From an optimization exercise on the open Yosys and OpenROAD flow, aimed at small area, a short achievable clock period and few clock cycles per item; shortcuts taken in it are not production practice.
Function was checked by simulation only, so behaviour that the tests miss may differ from the original.
No activity file was given, so power comes from the tool's default toggle rates.

oak:
Design hacodec, start of the top module:
module hacodec (
    input  wire       clk,
    input  wire       rst,
    input  wire       in_valid,
    output wire       in_ready,
    input  wire [7:0] in_data,
    input  wire       in_last,
    output wire       out_valid,
    input  wire       out_ready,
    output wire [7:0] out_data,
    output wire       out_last
);
Size: ~1300 cells after synthesis, roughly 24 I/O pins, ~13000 um^2 of cells after synthesis.
clock: 10.0 ns
lec_check: 0
abc_clock_period_in_ps: 4000
cap_margin: 20
core_margin: 2
core_utilization: 40
cts_cluster_diameter: 100
cts_cluster_size: 20
setup_slack_margin: 5
slew_margin: 20
standard.sh (not shown) runs the stock make flow with config.mk's settings and CLKGATE_MAP_FILE= SYNTH_SCRIPT=/design/flow/synth_recipe.tcl, a recipe that flattens the netlist after the stock synthesis.
==> flow/flow/run.sh <==
#!/bin/bash
set -euo pipefail
bash standard.sh SYNTH_SCRIPT="$PWD/flow/synth_abc.tcl" SETUP_SLACK_MARGIN=6 MATCH_CELL_FOOTPRINT=0 \
  "BUFFER_PORTS_ARGS=-buffer_cell sky130_fd_sc_hd__buf_4" finish > flow_standard.log 2>&1
==> flow/flow/abc_area_nf.script <==
strash
ifraig
scorr
dc2
strash
&get -n
&dch -f
&nf
&put
==> flow/flow/synth_abc.tcl <==
# synth_recipe.tcl (the standard synthesis) with one change: the technology mapping of the
# combinational logic uses flow/abc_area_nf.script (an area-oriented ABC script)
# instead of ORFS's abc_speed.script. Flip-flops are mapped before ABC and are not touched.
set ::abc_area_script [file join [file dirname [file normalize [info script]]] abc_area_nf.script]
proc synth {args} { yosys synth -nofsm -noshare {*}$args }
proc abc {args} {
  set i [lsearch -exact $args -script]
  if {$i >= 0 && [string match *abc_speed.script [lindex $args [expr {$i + 1}]]]} {
    set args [lreplace $args $i [expr {$i + 1}] -script $::abc_area_script]
  }
  yosys abc {*}$args
}
source $::env(SCRIPTS_DIR)/synth.tcl
# left out here: clear keep_hierarchy, flatten, clean up, hide names made inside functions, write 1_2_yosys.v
Testbench counts of oak, summed over its fixed seeds: cycles 248,529, requests 32,000.
Input changes introduced in pine (baseline for comparison: oak):
--- a/flow/design.v
+++ b/flow/design.v
@@ -247,51 +247,60 @@
     always @(*) begin
         case (oph)
             3'd0:    code = opl[0] ? 3'd5 : 3'd3;
             3'd3:    code = opl[0] ? 3'd4 : 3'd2;
             3'd4:    code = (opl[0] & ~opl[2]) ? 3'd3 : 3'd5;
             default: code = 3'd1;
         endcase
     end
     wire       k7    = fatal & ~opf0;
     wire       badr  = bad | (~hdr & (rem != 8'd1));
     wire       n_bad = badr | chk_bad | (hdr & (in_data != 8'd0));
     wire       n_oe  = oe | chk_oe;
-    wire [2:0] st_n  = k7 ? 3'd7 : n_bad ? 3'd6 : n_oe ? code : 3'd0;
     reg [2:0] st_1;
     always @(*) begin
         if (fatal & ~i_f0)                  st_1 = 3'd7;
         else if (~i_known | ~i_len1)        st_1 = 3'd6;
         else if (i_fparse)                  st_1 = (flen == 4'd0) ? 3'd4 : 3'd0;
         else if (i_tsget)                   st_1 = (flen < 4'd7) ? 3'd4 : okF6 ? 3'd0 : 3'd3;
         else if (i_v16get)                  st_1 = (flen < 4'd3) ? 3'd4 : okF2 ? 3'd0 : 3'd3;
         else                                st_1 = 3'd0;
     end
-    wire [2:0] status = first ? st_1 : st_n;
-    wire       res_ok = ~status[2] & (status[1] == status[0]);    
     reg [3:0] rl_n, rl_1;
     always @(*) begin
         case (oph)
             3'd0:    rl_n = 4'd1;
             3'd1:    rl_n = opl[0] ? 4'd2 : 4'd1;
             3'd2:    rl_n = opl[0] ? 4'd3 : 4'd1;
             3'd4:    rl_n = o_put ? 4'd0 : opl[1] ? 4'd2 : 4'd6;
             default: rl_n = 4'd0;
         endcase
         rl_1 = 4'd0;
         if (i_fparse | i_fread) rl_1 = flen + 4'd1;
         if (i_tsget)            rl_1 = 4'd6;
         if (i_v16get | (ih == 3'd7)) rl_1 = 4'd2;
     end
     wire [3:0] rl = first ? rl_1 : rl_n;
+    wire [6:0] oesel = {s_nok, s_99, s_39, s_15, s_63, s_9, s_fl};
+    wire [6:0] oecmp = {~bok(in_data), in_data > 8'd99, in_data > 8'd39, in_data > 8'd15,
+                        in_data > 8'd63, in_data > 8'd9, (in_data == 8'd0) | (in_data > 8'd10)};
+    wire       chkb  = (s_1 & (in_data > 8'd1)) | (hdr & (in_data != 8'd0));
+    wire       cn3   = (code != 3'd3);
+    wire       zl_n  = (rl_n == 4'd0);
+    wire [2:0] od_n;
+    assign od_n[2] = k7 | badr | (oe & code[2]) | chkb | (|(oesel & oecmp & {7{code[2]}}));
+    assign od_n[1] = k7 | badr | (oe & code[1]) | chkb | (|(oesel & oecmp & {7{code[1]}}));
+    assign od_n[0] = k7 | (~badr & ~chkb & code[0] & (oe | (|(oesel & oecmp))));
+    wire       ol_n  = zl_n | k7 | badr | (oe & cn3) | chkb | (|(oesel & oecmp & {7{cn3}}));
+    wire       ol_1  = ~(~st_1[2] & (st_1[1] == st_1[0])) | (rl_1 == 4'd0);
     wire [3:0] bp0 = first ? ((ih == 3'd3) ? 4'd0 : i_get ? 4'd2 : 4'd1)
                            : (o_enc ? 4'd2 : 4'd1);
     wire       i_frb = fbin & (i_fparse | i_fread);
     wire        hg   = ~tx & first & ~fbin & ~rok;
     wire        h0   = hd | hg | hbg;
     wire [7:0]  ha   = hd ? S[0] : F[1];
     wire [7:0]  hb   = hf ? F[2] : S[1];
     wire [15:0] hx   = {S[8], S[9]};
     wire [14:0] ha1  = {hx[11:0], 3'd0};
     wire [14:0] ha2  = {hx[13:0], 1'b0};
     wire [14:0] ha3  = {11'd0, (hc == 2'd2) ? hb[7:4] : hb[3:0]};
     wire [14:0] hs   = ha1 ^ ha2 ^ ha3;
@@ -390,26 +399,26 @@
             wst   <= 1'b0;
             cpend <= 1'b0;
             if (wst) begin
                 if (od[2:0] != 3'd7) err <= od[2:0];
                 if (od[2:0] == 3'd1) fatal <= 1'b1;
             end
             if (cpend & (od[2:0] == 3'd0)) begin
                 Fv   <= Sv;
                 flen <= nlen;
                 fbin <= nfb;
             end
             if (~tx) begin
-                od <= {5'd0, status};
-                ol <= ~res_ok | (rl == 4'd0);
+                od <= {5'd0, first ? st_1 : od_n};
+                ol <= first ? ol_1 : ol_n;
             end
             if (acc) begin
                 eq39 <= (in_data == 8'd39);
                 if (first) begin
                     oph  <= ih;
                     opl  <= il;
                     opf0 <= i_f0;
                     hp   <= 2'd1;
                     wp   <= {3'd0, i_enc};
                     bad  <= ~i_known;
                     oe   <= 1'b0;
                     rem  <= i_rem;
==> run notes <==
No stage failed in pine, and the final checks on the layout all came back clean.
In summary, oak completed successfully, with a layout that passed the timing, DRC and antenna checks.
The largest stage delay on the critical path in pine was lower than what oak gave.
pine reports a higher post-placement worst setup slack than oak does.
Comparing pine against oak, there is no change at all in count of state elements after synthesis.
Looking at oak and pine, the arithmetic-cell share of the synthesized area counting full adders, half adders and majority gates is a wash.
Taking oak as the reference point, the cell-internal power of pine rises by 5.8%.
The transition time at the pin with the least slew margin number comes out lower for oak vs pine.
[compare] base=oak new=pine: post-layout minimum cycle time did not really move, proportion of cell area occupied by multi-input gates went up, wire length of the first global-routing pass went up, average cell area after synthesis went down, cell area went up.
Compared with oak, in pine number of buffers other than clock buffers in the final layout down 1, worst hold-check slack held steady.
Testbench counts of pine, summed over its fixed seeds: cycles 248,529, requests 32,000.

==> what the ideal ports hide <==
No port has a modelled driver above. Below, the same layouts with a new extraction and two added sets of constraints.
Step 1 assumes that a clkbuf_16 drives the clock port and a buf_2 every other input.
Step 2 times the ports against the registers' clock, not the clock port: input delays grow and output delays shrink by t, the midpoint of the rising clock arrivals with the driver on.
Slacks: no drivers / after step 1 / after step 2; pairs: no drivers / after step 1.
| run | shift t [ns] | setup WS [ns] | worst setup path at the end | latest minus earliest clock arrival (ns) |
|---|---|---|---|---|
| oak | 0.559 | 6.088 / 6.088 / 5.566 | input to register | 0.025 / 0.024 |
| pine | 0.555 | 6.086 / 6.098 / 5.562 | input to register | 0.033 / 0.033 |
After both steps every run listed still meets setup and hold. For pine, which loses most, drivers alone change the setup slack by +0.012 ns; drivers and shift together by -0.524 ns.
